What follows belongs to an exercise in optimizing a design on an open flow for small area and a short achievable clock period; a production flow would make more cautious choices.
In this exercise RTL edits were held to simulation tests only and were not proved equivalent to the original.
No activity file was given, so power comes from the tool's default toggle rates.

==> flow/design.v (excerpt) <==
module antibuee_proto (
    input              clk,
    input              rst,           
    input              ev_valid,
    input      [2:0]   ev_kind,       
    input      [7:0]   ev_op,         
    input      [7:0]   ev_data,       
    input              ev_wr_ok,      
    output reg         resp_valid,
    output reg [1:0]   resp_code,     
    output reg         tx_valid,
    output reg         tx_two,
    output     [7:0]   tx_b0,
    output reg [7:0]   tx_b1,
    output reg         ack_valid,
    output     [7:0]   ack_cmd,
    output             ack_success,
    output reg [3:0]   ack_reason,
    output reg         unk_valid,
    output     [6:0]   raw_len,
    output     [511:0] raw_bytes,
    output reg         stat_valid,
    output     [223:0] stat_m,
    output     [29:0]  stat_s,
    output     [15:0]  stat_ts,
    output reg         terr_valid,
    output     [7:0]   terr_op,
    output reg         conn_valid,
    output             conn_state
);
Size in the first run: ~840 flip-flops, about 860 I/O pins, roughly 30000 um^2 of cells after synthesis.
Settings: LEC_CHECK=0, CAP_MARGIN=20, CORE_MARGIN=2, CORE_UTILIZATION=40, SLEW_MARGIN=20; clock period 12.0 ns.
standard.sh (not shown) runs the stock make flow with config.mk's settings and CLKGATE_MAP_FILE= SYNTH_SCRIPT=/design/flow/synth_recipe.tcl, a recipe that flattens the netlist after the stock synthesis.
==> flow/flow/run.sh <==
#!/bin/bash
# Standard ORFS layout, with the port buffers made of the smallest buffer cell,
# clock tree synthesis without dummy loads, and timing repair aiming at a
# shorter period than the constraint (the constraint itself is unchanged)
# from placement on.
set -euo pipefail
cd "$(dirname "$0")/.."
export BUFFER_PORTS_ARGS="-buffer_cell sky130_fd_sc_hd__buf_1"
export CTS_ARGS="-sink_clustering_enable -repair_clock_nets -dont_use_dummy_load -buf_list sky130_fd_sc_hd__clkbuf_16 -sink_clustering_size 24 -sink_clustering_max_diameter 100"
bash standard.sh synth floorplan > orfs_make_floorplan.log 2>&1
export SETUP_SLACK_MARGIN=8.3
bash standard.sh > orfs_make.log 2>&1
Change:
==> flow/flow/run.sh (replaced) <==
#!/bin/bash
# Standard ORFS layout, with the port buffers made of the smallest buffer cell,
# clock tree synthesis without dummy loads, and timing repair aiming at a
# shorter period than the constraint (the constraint itself is unchanged).
set -euo pipefail
cd "$(dirname "$0")/.."
export BUFFER_PORTS_ARGS="-buffer_cell sky130_fd_sc_hd__buf_1"
export CTS_ARGS="-sink_clustering_enable -repair_clock_nets -dont_use_dummy_load -buf_list sky130_fd_sc_hd__clkbuf_16 -sink_clustering_size 24 -sink_clustering_max_diameter 100"
export SETUP_SLACK_MARGIN=8.3
bash standard.sh > orfs_make.log 2>&1
PLACE_DENSITY = 0.5   (was unset)
=>
- The changed run finished clean
- cell count is about the same
- sequential share of layout area decreases by 0.12 points
- core utilization hardly moves
- design area barely changes
- count of clock-buffer cells in the layout decreases by 2
Change:
PLACE_DENSITY = 0.7   (was 0.5)
Worst hold slack is about the same. First-iteration DRC count went up by about a fifth. Register-to-register slack is better by 0.09 ns. Worst setup slack is worse by 0.073 ns. Final area stays flat. Combinational power went down by a few percent. Non-clock buffer count went up by 6. Clock power hardly moves.

* * *

antibuee_proto again, from the RTL that the note above started with.
## antibuee_proto
module antibuee_proto (
    input              clk,
    input              rst,           
    input              ev_valid,
    input      [2:0]   ev_kind,       
    input      [7:0]   ev_op,         
    input      [7:0]   ev_data,       
    input              ev_wr_ok,      
    output reg         resp_valid,
    output reg [1:0]   resp_code,     
    output reg         tx_valid,
    output reg         tx_two,
    output     [7:0]   tx_b0,
    output reg [7:0]   tx_b1,
    output reg         ack_valid,
    output     [7:0]   ack_cmd,
    output             ack_success,
    output reg [3:0]   ack_reason,
    output reg         unk_valid,
    output     [6:0]   raw_len,
    output     [511:0] raw_bytes,
    output reg         stat_valid,
    output     [223:0] stat_m,
    output     [29:0]  stat_s,
    output     [15:0]  stat_ts,
    output reg         terr_valid,
    output     [7:0]   terr_op,
    output reg         conn_valid,
    output             conn_state
);
export LEC_CHECK = 0
export CAP_MARGIN = 20
export CORE_MARGIN = 2
export CORE_UTILIZATION = 55
export SLEW_MARGIN = 20
create_clock -name core_clock -period 12.0 [get_ports {clk}]
==> flow/flow/run.sh <==
#!/bin/bash
# Standard ORFS layout, with the port buffers made of the smallest buffer cell,
# clock tree synthesis without dummy loads, and timing repair aiming at a
# shorter period than the constraint (the constraint itself is unchanged).
set -euo pipefail
cd "$(dirname "$0")/.."
export BUFFER_PORTS_ARGS="-buffer_cell sky130_fd_sc_hd__buf_1"
export CTS_ARGS="-sink_clustering_enable -repair_clock_nets -dont_use_dummy_load -buf_list sky130_fd_sc_hd__clkbuf_16 -sink_clustering_size 24 -sink_clustering_max_diameter 100"
export SETUP_SLACK_MARGIN=8.3
export PLACE_PINS_ARGS="-min_distance 1 -min_distance_in_tracks"
bash standard.sh > orfs_make.log 2>&1
The starting point completed with no timing, DRC or antenna violations.
==> next run, changes <==
--- a/flow/flow/run.sh
+++ b/flow/flow/run.sh
@@ -8 +8 @@
-export CTS_ARGS="-sink_clustering_enable -repair_clock_nets -dont_use_dummy_load -buf_list sky130_fd_sc_hd__clkbuf_16 -sink_clustering_size 24 -sink_clustering_max_diameter 100"
+export CTS_ARGS="-sink_clustering_enable -repair_clock_nets -dont_use_dummy_load -buf_list sky130_fd_sc_hd__clkbuf_16 -sink_clustering_size 18 -sink_clustering_max_diameter 80"
@@ -10 +9,0 @@
-export PLACE_PINS_ARGS="-min_distance 1 -min_distance_in_tracks"
--- a/flow/config.mk
+++ b/flow/config.mk
@@ -10 +10 @@
-export CORE_UTILIZATION = 55
+export CORE_UTILIZATION = 40
Outcome: The changed run ran to the end with no violations; die area grows by well over a third; via count came out higher slightly; sequential share of layout area fell by 1.3 points.
==> next run, changes <==
--- a/flow/flow/run.sh
+++ b/flow/flow/run.sh
@@ -8 +8 @@
-export CTS_ARGS="-sink_clustering_enable -repair_clock_nets -dont_use_dummy_load -buf_list sky130_fd_sc_hd__clkbuf_16 -sink_clustering_size 18 -sink_clustering_max_diameter 80"
+export CTS_ARGS="-sink_clustering_enable -repair_clock_nets -dont_use_dummy_load -buf_list sky130_fd_sc_hd__clkbuf_16 -sink_clustering_size 24 -sink_clustering_max_diameter 100"
--- a/flow/config.mk
+++ b/flow/config.mk
@@ -10,0 +11 @@
+export GPL_TIMING_DRIVEN = 0
Die area does not change. Clock skew climbs by 4.9 ps. Final area climbs slightly. Setup slack gets better by 33 ps. Synthesized cell count is unchanged. Clock power drops by roughly a tenth. First-iteration DRC count climbs slightly. Hold slack gets worse by 11 ps. Sequential power hardly moves.

[afterwards: timing with drivers on the ports]
How much do the figures lean on ideal ports? The routed layouts below were timed once more, with nothing changed but the port constraints. Step 1 sets driving cells, clkbuf_16 on the clock port and buf_2 on the other inputs (assumed; they add their load-dependent delay and slew). Step 2 times the ports against the registers' clock, not the clock port: input delays grow and output delays shrink by t, the midpoint of the rising clock arrivals with the driver on. Three values: ideal, step 1, step 2; two values: the first two.
run	t (ns)	slack for setup (ns)	hold slack, ns	worst setup path after step 2	worst register clock-pin slew, ns
the first run of note 1	0.621	8.249 / 8.231 / 7.637	0.429 / 0.429 / 0.429	input to register	0.10 / 0.10
the second run of note 1	0.640	8.328 / 8.143 / 7.503	0.418 / 0.418 / 0.418	input to register	0.10 / 0.10
the third run of note 1	0.623	8.255 / 8.147 / 7.524	0.417 / 0.417 / 0.417	input to register	0.10 / 0.10
the first run of note 2	0.629	8.216 / 8.189 / 7.561	0.448 / 0.448 / 0.448	input to register	0.10 / 0.10
the second run of note 2	0.651	8.200 / 8.084 / 7.433	0.444 / 0.444 / 0.444	input to register	0.08 / 0.08
the third run of note 2	0.643	8.233 / 8.163 / 7.526	0.433 / 0.433 / 0.433	input to register	0.10 / 0.10
After both steps setup and hold are still met in every run listed. For the second run of note 1, which loses most, drivers alone change the setup slack by -0.185 ns; drivers and shift together by -0.825 ns.
